This design comes from an exercise in tuning for small area, a short achievable clock period and few clock cycles on the open sky130 flow, not from production work.
For this run, only the layout was checked, not whether the RTL still works.
Power and IR drop assume default switching activity.

$ cat flow/run.sh
#!/bin/bash
# synth_recipe.tcl (not shown) runs the flow's synth.tcl, then flattens the netlist and writes it again
# the make line also repeats each setting of config.mk as NAME=value (left out here)
make -C /OpenROAD-flow-scripts/flow DESIGN_CONFIG=/design/flow/config.mk WORK_HOME=/design/flow/orfs CLKGATE_MAP_FILE= SYNTH_SCRIPT=/design/flow/synth_recipe.tcl finish
$ cat flow/config.mk
export PLATFORM = sky130hd
export DESIGN_NAME = ryo_b64xor
export DESIGN_NICKNAME = ryo_b64xor
export VERILOG_FILES = /design/flow/design.v
export SDC_FILE = /design/flow/constraint.sdc
export NUM_CORES = 4
export LEC_CHECK = 0
export CAP_MARGIN = 20
export CORE_MARGIN = 2
export CORE_UTILIZATION = 40
export SLEW_MARGIN = 20
$ cat flow/constraint.sdc
create_clock -name core_clock -period 10.0 [get_ports {clk}]
set_input_delay 2.0000 -clock core_clock [delete_from_list [all_inputs] [get_ports {clk}]]
set_output_delay 2.0000 -clock core_clock [all_outputs]
set_load 0.01 [all_outputs]
$ cat flow/design.v
module ryo_hexval (
    input  wire [7:0] c,
    output reg        ok,
    output reg  [3:0] v
);
    always @* begin
        ok = 1'b1;
        v  = 4'd0;
        if (c >= 8'h30 && c <= 8'h39)      v = c[3:0];
        else if (c >= 8'h41 && c <= 8'h46) v = c[3:0] + 4'd9;
        else if (c >= 8'h61 && c <= 8'h66) v = c[3:0] + 4'd9;
        else                               ok = 1'b0;
    end
endmodule
module ryo_b64char (
    input  wire [5:0] idx,
    output reg  [7:0] c
);
    always @* begin
        if (idx < 6'd26)       c = 8'h41 + {2'b00, idx};
        else if (idx < 6'd52)  c = 8'h61 + {2'b00, idx} - 8'd26;
        else if (idx < 6'd62)  c = 8'h30 + {2'b00, idx} - 8'd52;
        else if (idx == 6'd62) c = 8'h2B;
        else                   c = 8'h2F;
    end
endmodule
module ryo_hfmatch (
    input  wire [7:0] c,
    output wire       hit
);
    assign hit = (c == 8'h65) | (c == 8'h74) | (c == 8'h61) |
                 (c == 8'h69) | (c == 8'h6F) | (c == 8'h6E) |
                 (c == 8'h73) | (c == 8'h68) | (c == 8'h72);
endmodule
module ryo_b64xor (
    input  wire        clk,
    input  wire        rst,         
    input  wire        clr_a,
    input  wire        clr_b,
    input  wire        push_a,
    input  wire        push_b,
    input  wire [7:0]  push_data,
    input  wire        cmd_we,
    input  wire [15:0] cmd_wdata,
    input  wire [6:0]  out_idx,
    output wire [7:0]  out_data,
    output wire [7:0]  status,
    output wire [15:0] cmd,
    output wire [6:0]  len_a,
    output wire [6:0]  len_b,
    output wire [6:0]  len_out,
    output wire [7:0]  res
);
    localparam NMAX = 64;
    localparam OMAX = 88;
    localparam OP_HEXDEC  = 3'd1;
    localparam OP_B64ENC  = 3'd2;
    localparam OP_HEX2B64 = 3'd3;
    localparam OP_XORBUF  = 3'd4;
    localparam OP_XORKEY  = 3'd5;
    localparam OP_RECOVER = 3'd6;
    localparam S_IDLE  = 3'd0;
    localparam S_CHECK = 3'd1;
    localparam S_HEX   = 3'd2;
    localparam S_B64   = 3'd3;
    localparam S_XOR   = 3'd4;
    localparam S_REC   = 3'd5;
    reg [7:0]  buf_a [0:NMAX-1];
    reg [7:0]  buf_b [0:NMAX-1];
    reg [7:0]  buf_o [0:OMAX-1];
    reg [6:0]  len_a_q, len_b_q, len_out_q;
    reg [15:0] cmd_q;
    reg        busy, done, ovfa, ovfb;
    reg [2:0]  err;
    reg [7:0]  res_q;
    reg [2:0]  state;
    reg [6:0]  idx;         
    reg [4:0]  grp;         
    reg [1:0]  gpos;        
    reg [7:0]  g0, g1;      
    reg [7:0]  key;         
    reg [6:0]  cnt;         
    reg [6:0]  best_cnt;
    reg [7:0]  best_key;
    wire [2:0] op   = cmd_q[2:0];
    wire [4:0] rsv  = cmd_q[7:3];
    wire [7:0] imm8 = cmd_q[15:8];
    wire illegal = (rsv != 5'd0) || (op == 3'd0) || (op == 3'd7) ||
                   (op != OP_XORKEY && imm8 != 8'd0);
    wire        hex_mode = (op == OP_HEXDEC) || (op == OP_HEX2B64);
    wire [5:0]  ra0 = hex_mode ? {idx[4:0], 1'b0} : idx[5:0];
    wire [5:0]  ra1 = {idx[4:0], 1'b1};
    wire [7:0]  a0 = buf_a[ra0];
    wire [7:0]  a1 = buf_a[ra1];
    wire [7:0]  b0 = buf_b[idx[5:0]];
    wire       hv0_ok, hv1_ok;
    wire [3:0] hv0, hv1;
    ryo_hexval u_hv0 (.c(a0), .ok(hv0_ok), .v(hv0));
    ryo_hexval u_hv1 (.c(a1), .ok(hv1_ok), .v(hv1));
    wire       pair_ok = hv0_ok & hv1_ok;
    wire [7:0] pair    = {hv0, hv1};
    wire [7:0] src_byte = (op == OP_HEX2B64) ? pair : a0;
    wire [6:0] src_len  = (op == OP_HEX2B64) ? {1'b0, len_a_q[6:1]} : len_a_q;
    wire       src_last = (idx == src_len - 7'd1);
    reg  [7:0] ga, gb, gc;
    reg  [1:0] nv;
    always @* begin
        ga = g0; gb = g1; gc = 8'd0; nv = gpos + 2'd1;
        case (gpos)
            2'd0: begin ga = src_byte; gb = 8'd0; end
            2'd1: begin gb = src_byte; end
            default: begin gc = src_byte; end
        endcase
    end
    wire [7:0] ch0, ch1, ch2, ch3;
    ryo_b64char u_c0 (.idx(ga[7:2]),                .c(ch0));
    ryo_b64char u_c1 (.idx({ga[1:0], gb[7:4]}),     .c(ch1));
    ryo_b64char u_c2 (.idx({gb[3:0], gc[7:6]}),     .c(ch2));
    ryo_b64char u_c3 (.idx(gc[5:0]),                .c(ch3));
    wire [7:0] o2 = (nv >= 2'd2) ? ch2 : 8'h3D;
    wire [7:0] o3 = (nv == 2'd3) ? ch3 : 8'h3D;
    wire       grp_write = (state == S_B64) && ((gpos == 2'd2) || src_last) &&
                           ((op != OP_HEX2B64) || pair_ok);
    wire [7:0] xor_val = a0 ^ ((op == OP_XORBUF) ? b0 : imm8);
    wire hf_hit;
    ryo_hfmatch u_hf (.c(a0 ^ key), .hit(hf_hit));
    wire [6:0] cnt_next = cnt + {6'd0, hf_hit};
    wire       key_last = (idx == len_a_q - 7'd1);
    wire host_ok = !rst && !busy;
    always @(posedge clk) begin
        if (host_ok && push_a && len_a_q < NMAX) buf_a[len_a_q[5:0]] <= push_data;
        if (host_ok && push_b && len_b_q < NMAX) buf_b[len_b_q[5:0]] <= push_data;
    end
    always @(posedge clk) begin
        if (!rst) begin
            if ((state == S_HEX && pair_ok) || state == S_XOR)
                buf_o[idx] <= (state == S_HEX) ? pair : xor_val;
            if (grp_write) begin
                buf_o[{grp, 2'd0}] <= ch0;
                buf_o[{grp, 2'd1}] <= ch1;
                buf_o[{grp, 2'd2}] <= o2;
                buf_o[{grp, 2'd3}] <= o3;
            end
        end
    end
    task finish_ok(input [6:0] l, input [7:0] r);
        begin
            len_out_q <= l;
            res_q     <= r;
            err       <= 3'd0;
            busy      <= 1'b0;
            done      <= 1'b1;
            state     <= S_IDLE;
        end
    endtask
    task finish_err(input [2:0] code);
        begin
            len_out_q <= 7'd0;
            res_q     <= 8'd0;
            err       <= code;
            busy      <= 1'b0;
            done      <= 1'b1;
            state     <= S_IDLE;
        end
    endtask
    always @(posedge clk) begin
        if (rst) begin
            len_a_q   <= 7'd0;
            len_b_q   <= 7'd0;
            len_out_q <= 7'd0;
            cmd_q     <= 16'd0;
            busy      <= 1'b0;
            done      <= 1'b0;
            err       <= 3'd0;
            ovfa      <= 1'b0;
            ovfb      <= 1'b0;
            res_q     <= 8'd0;
            state     <= S_IDLE;
        end else if (!busy) begin
            if (clr_a) begin
                len_a_q <= 7'd0;
                ovfa    <= 1'b0;
            end
            if (clr_b) begin
                len_b_q <= 7'd0;
                ovfb    <= 1'b0;
            end
            if (push_a) begin
                if (len_a_q < NMAX) len_a_q <= len_a_q + 7'd1;
                else                ovfa    <= 1'b1;
            end
            if (push_b) begin
                if (len_b_q < NMAX) len_b_q <= len_b_q + 7'd1;
                else                ovfb    <= 1'b1;
            end
            if (cmd_we) begin
                cmd_q <= cmd_wdata;
                busy  <= 1'b1;
                done  <= 1'b0;
                err   <= 3'd0;
                state <= S_CHECK;
            end
        end else begin
            case (state)
                S_CHECK: begin
                    idx      <= 7'd0;
                    grp      <= 5'd0;
                    gpos     <= 2'd0;
                    key      <= 8'd0;
                    cnt      <= 7'd0;
                    best_cnt <= 7'd0;
                    best_key <= 8'd0;
                    if (illegal)
                        finish_err(3'd4);
                    else if (ovfa || (op == OP_XORBUF && ovfb))
                        finish_err(3'd5);
                    else begin
                        case (op)
                            OP_HEXDEC, OP_HEX2B64: begin
                                if (len_a_q[0])           finish_err(3'd1);
                                else if (len_a_q == 7'd0) finish_ok(7'd0, 8'd0);
                                else state <= (op == OP_HEXDEC) ? S_HEX : S_B64;
                            end
                            OP_B64ENC: begin
                                if (len_a_q == 7'd0) finish_ok(7'd0, 8'd0);
                                else                 state <= S_B64;
                            end
                            OP_XORBUF: begin
                                if (len_a_q != len_b_q)   finish_err(3'd3);
                                else if (len_a_q == 7'd0) finish_ok(7'd0, 8'd0);
                                else                      state <= S_XOR;
                            end
                            OP_XORKEY: begin
                                if (len_a_q == 7'd0) finish_ok(7'd0, 8'd0);
                                else                 state <= S_XOR;
                            end
                            OP_RECOVER: begin
                                if (len_a_q == 7'd0) finish_ok(7'd0, 8'd0);
                                else                 state <= S_REC;
                            end
                            default: finish_err(3'd4);
                        endcase
                    end
                end
                S_HEX: begin
                    if (!pair_ok)                            finish_err(3'd2);
                    else if (idx == {1'b0, len_a_q[6:1]} - 7'd1) finish_ok({1'b0, len_a_q[6:1]}, 8'd0);
                    else                                     idx <= idx + 7'd1;
                end
                S_B64: begin
                    if (op == OP_HEX2B64 && !pair_ok) begin
                        finish_err(3'd2);
                    end else begin
                        case (gpos)
                            2'd0: g0 <= src_byte;
                            2'd1: g1 <= src_byte;
                            default: ;
                        endcase
                        if (src_last) begin
                            finish_ok({grp + 5'd1, 2'd0}, 8'd0);
                        end else begin
                            idx <= idx + 7'd1;
                            if (gpos == 2'd2) begin
                                gpos <= 2'd0;
                                grp  <= grp + 5'd1;
                            end else begin
                                gpos <= gpos + 2'd1;
                            end
                        end
                    end
                end
                S_XOR: begin
                    if (idx == len_a_q - 7'd1) finish_ok(len_a_q, 8'd0);
                    else                       idx <= idx + 7'd1;
                end
                S_REC: begin
                    if (key_last) begin
                        if (key == 8'd0 || cnt_next > best_cnt) begin
                            best_cnt <= cnt_next;
                            best_key <= key;
                        end
                        cnt <= 7'd0;
                        idx <= 7'd0;
                        key <= key + 8'd1;
                        if (key == 8'd255)
                            finish_ok(7'd0, (cnt_next > best_cnt) ? key : best_key);
                    end else begin
                        cnt <= cnt_next;
                        idx <= idx + 7'd1;
                    end
                end
                default: state <= S_IDLE;
            endcase
        end
    end
    assign out_data = (out_idx < OMAX) ? buf_o[out_idx] : 8'd0;
    assign status   = {1'b0, ovfb, ovfa, err, done, busy};
    assign cmd      = cmd_q;
    assign len_a    = len_a_q;
    assign len_b    = len_b_q;
    assign len_out  = len_out_q;
    assign res      = res_q;
endmodule
==> notes.md <==
==> power groups by stage <==
stage,clock network (uW),logic [uW],registers [uW]
2_1_floorplan,0,924,8800
3_3_place_gp,0,1470,8820
3_5_place_dp,0,1520,8820
4_1_cts,7230,1520,8660
5_1_grt,7520,1660,8650
6_report,7160,1550,8660
==> per-layer routing <==
metal / GRT usage (%) / up-vias
met5: 0 / -
met4: 11.4 / 4
met3: 6.04 / 662
li1: - / 24700
met2: 39.3 / 3629
met1: 34.6 / 29500
==> state kept, by name, indices dropped and copies added, names as in the netlist, 2 cells and up, named ones only <==
register / flops
len_out_q: 7
buf_a: 512
len_b_q: 7
cnt: 7
g0: 8
gpos: 2
best_cnt: 7
best_key: 8
grp: 5
buf_o: 704
len_a_q: 7
err: 3
cmd_q: 16
res_q: 8
key: 8
idx: 7
g1: 8
buf_b: 512
state: 3
==> layout by cell type (no fill, tap or decap), types with 26 or more instances in the layout <==
master,synthesis,layout
a211oi_1,51,51
a21oi_1,472,464
a221o_1,32,32
a221oi_1,35,34
a22oi_1,31,29
a311oi_1,27,26
a31oi_1,84,79
and2_1,89,89
and3_1,58,58
buf_4,14,245
clkbuf_1,317,46
clkbuf_16,0,192
clkdlybuf4s50_1,0,84
clkinv_1,1,39
clkinv_2,1,33
dfxtp_1,61,56
edfxtp_1,1788,1788
ha_1,71,71
inv_1,82,82
mux2_2,26,26
mux2i_1,154,153
mux4_2,408,408
nand2_1,321,321
nand2b_1,101,101
nand3_1,189,189
nor2_1,360,352
nor2b_1,100,98
nor3_1,69,69
o211ai_1,29,29
o21ai_0,584,571
o21ai_1,19,27
o22ai_1,35,35
xnor2_1,50,50
xor2_1,30,30
==> how the worst max path moves through the flow <==
stage / from / end / slack [ns] / depth (start not counted)
2_1_floorplan: cmd_q[2] / best_cnt[0] / 3.27 / 28
5_1_grt: cmd_q[2] / buf_o[37][3] / 0.93 / 22
3_3_place_gp: cmd_q[2] / buf_o[9][3] / 1.30 / 22
3_5_place_dp: idx[1] / buf_o[37][3] / 1.45 / 22
4_1_cts: idx[1] / buf_o[37][3] / 1.39 / 22
6_report: cmd_q[2] / buf_o[37][3] / 1.05 / 22
==> layout make-up <==
type                       instances  area [sq um]
antenna                            6          15.0
clock buffer                     239          4990
clock inverter                   115          1230
fill                           19200        119000
inverter                          85           320
multi-input combinational       3798         30100
sequential                      1849         54900
tap                             2854          3570
timing repair buffer             345          2970
==> cell families (layout without fill, tap and decap cells) <==
| family | count (synthesis) | in the layout | synth area share [%] |
|---|---|---|---|
| flip-flops | 1849 | 1849 | 63.0 |
| AO/OA/AOI/OAI | 1640 | 1640 | 11.5 |
| buffers and inverters | 626 | 784 | 3.00 |
| adder cells (fa/ha/maj) | 71 | 71 | 1.02 |
| multiplexers | 589 | 589 | 12.7 |
| other | 1 | 7 | 0.00430 |
| XOR/XNOR | 80 | 80 | 0.803 |
| AND/OR/NAND/NOR | 1417 | 1417 | 8.07 |
==> stage by stage <==
stage	area [sq um]	total power (uW)	util, %	instances	hold slack [ns]
3_5_place_dp	91900	10300	42.4	8930	0.454
5_1_grt	98200	17800	45.2	9286	0.487
2_1_floorplan	87200	9730	-	6273	0.483
4_1_cts	98100	17400	45.2	9284	0.471
3_3_place_gp	91800	10300	42.3	8929	0.444
6_report	98200	17400	45.3	9291	0.461
==> worst reg2reg max path: cells and delay by family (launching register included) <==
family | cells | cell delay [ns]
AO/OA/AOI/OAI | 11 | 3.85
AND/OR/NAND/NOR | 6 | 2.87
buffers and inverters | 3 | 0.85
flip-flops | 1 | 0.56
adder cells (fa/ha/maj) | 2 | 0.45
==> impl_metrics.ini <==
[outcome]
status = finished clean

[logic_synthesis]
synthFlopType = edfxtp_1
synth_common_cells = edfxtp_1 (1788), o21ai_0 (584), a21oi_1 (472), mux4_2 (408), nor2_1 (360)
synth-edff-count = 1788
ys_types = 106
synth_top_cell_by_area = edfxtp_1
synthTopCellsByArea = edfxtp_1 (62%), mux4_2 (11%), o21ai_0 (3.4%)
ys_ff_latch = 1849
synth_top_area_share_pct = 61.6
postSynthAreaPerCell_sq_um = 13.9
async_flop_share_pct = 0
synth_area_sq_um = 87200
syn-num-nets = 6382
synth_most_common_cell = edfxtp_1
yosysSeqAreaShare_pct = 63.0
ys_warn_count = 3
syn_inst = 6273

[global_routing]
grt_first_pass_wirelength_microns = 411000
grt_antenna_before_repair = 12
grt_pass1_vias = 55900
grt_usage_pct = 25.6
grt_max_degree = 128
grt_overflow = 0

[sta]
layout_min_cycle_time_ns = 8.95
skew_ns = 0.0742
slew_headroom_pct = 16.0
period_share_pct = 89.5
drv_slew = 0
setup_slack_ns = 1.05
tns_ns = 0
final-setup-viol-count = 0
max_freq_ghz = 0.112
hold_viol_final = 0
rsz0062_at_grt = false
tightestPinTransition_ns = 1.25

[clock_tree]
cts.clk_slew.worst_paths_ns = 0.06
cts_tree = yes
post_cts_resized = 0
postCtsHoldBufs = 0
cts.repair_timing.setup_buffer_count = 0
numCtsBuffers = 192
root_buffer = clkbuf_16
clk_latency_ns = 0.87
cts_htree_levels = 4
cts_max_path_buffers = 3
cts_sinks = 1849

[final_layout]
drive_above_1_share_pct = 16.9
area_delta_synth_final_pct = 12.6
nNetsFinal = 6380

[worst_hold_path]
min-delay-start = res_q[4]
min_path_cells = 2
holdCritPathClass = register to register
whs_endpoint = res_q[4]

[worst_setup_path]
arrival_ns = 9.46
cp-end-kind = register
timing.critical_path.buf_inv = 3
worstRegToRegCells = 22
cp_data_required_time_ns = 10.51
worstPathMaxFanout = 38
slowest_stage = o311ai_1
crit_type = register to register
critPathTopFamily = compound AO/OA/AOI/OAI gates
r2r_start = cmd_q[2]
r2r_end = buf_o[37][3]
worstPathCellList = nand2b_4 > nand2_1 > nand2_1 > a211oi_1 > o311ai_1 > and4_1 > inv_1 > ha_1 > or2_2 > a21o_1 > a32o_2 > o211a_1 > a22oi_2 > inv_1 > ha_1 > and2_1 > a221oi_4 > a21oi_1 > a22o_1 > a221oi_4 > buf_4 > o21ai_0
slowest_delay_ns = 0.95
cp-start-kind = register
ff2ff_setup_slack_ns = 1.05

[place]
io_buffers = 97
hpwl_microns = 185000
gp_congestion = 0.974
place_ws_ns = 1.45

[detailed_routing]
m1WireLength_microns = 111000
antenna_left = 0
post_drt_wl_per_cell_microns = 31.2
dr_wl_met2_microns = 132000
drt_drc_violations_left = 0
vias = 58600
dr_wl_met3_microns = 32400
routed_wl_microns = 290000
drt_iter0_drc = 8285
vias_per_cell = 6.30
dr.pass1.iters = 9
top_layer = met5

[pwr]
ir_drop_mv = 0.188
power_frac_seq_pct = 49.8
net-switching-power_uw = 4210
power_leakage_uw = 0.0317
clockPowerShare_pct = 41.2
combPwrFrac_pct = 8.9
p_int_uw = 13200
p_per_area_nw_per_um2 = 177
p_sw_share_pct = 24.3

[floorplan]
rows = 171
fp.coreArea_sq_um = 217000
io-pin-count = 99
die_area_sq_um = 222000
initial_core_util_pct = 40.2
die_h_microns = 471
die_w_microns = 471

[job]
cap_violations = 0

static timing again, ports no longer ideal:
In the flow no input, the clock included, has a driving cell. The finished layout below was timed again as built, in two steps. Step 1 assumes that a clkbuf_16 drives the clock port and a buf_2 every other input. Step 2 adds t to the input delays and takes it off the output delays; t is the mean of the earliest and latest rising clock arrival at the registers after step 1. Input paths then give back, and output paths get back, about the clock's delay inside the block. a / b / c = ideal / step 1 / step 2; a / b = the first two.
t, ns: 0.926
slack for setup (ns): 1.054 / 1.054 / 1.054
hold slack, ns: 0.461 / 0.461 / 0.461
latest minus earliest clock arrival (ns): 0.075 / 0.075
cell pins on the clock port's net: 1
After both steps setup and hold are still met in this run. The setup slack of this run moves by 0.000 ns with the drivers and by 0.000 ns with both steps.
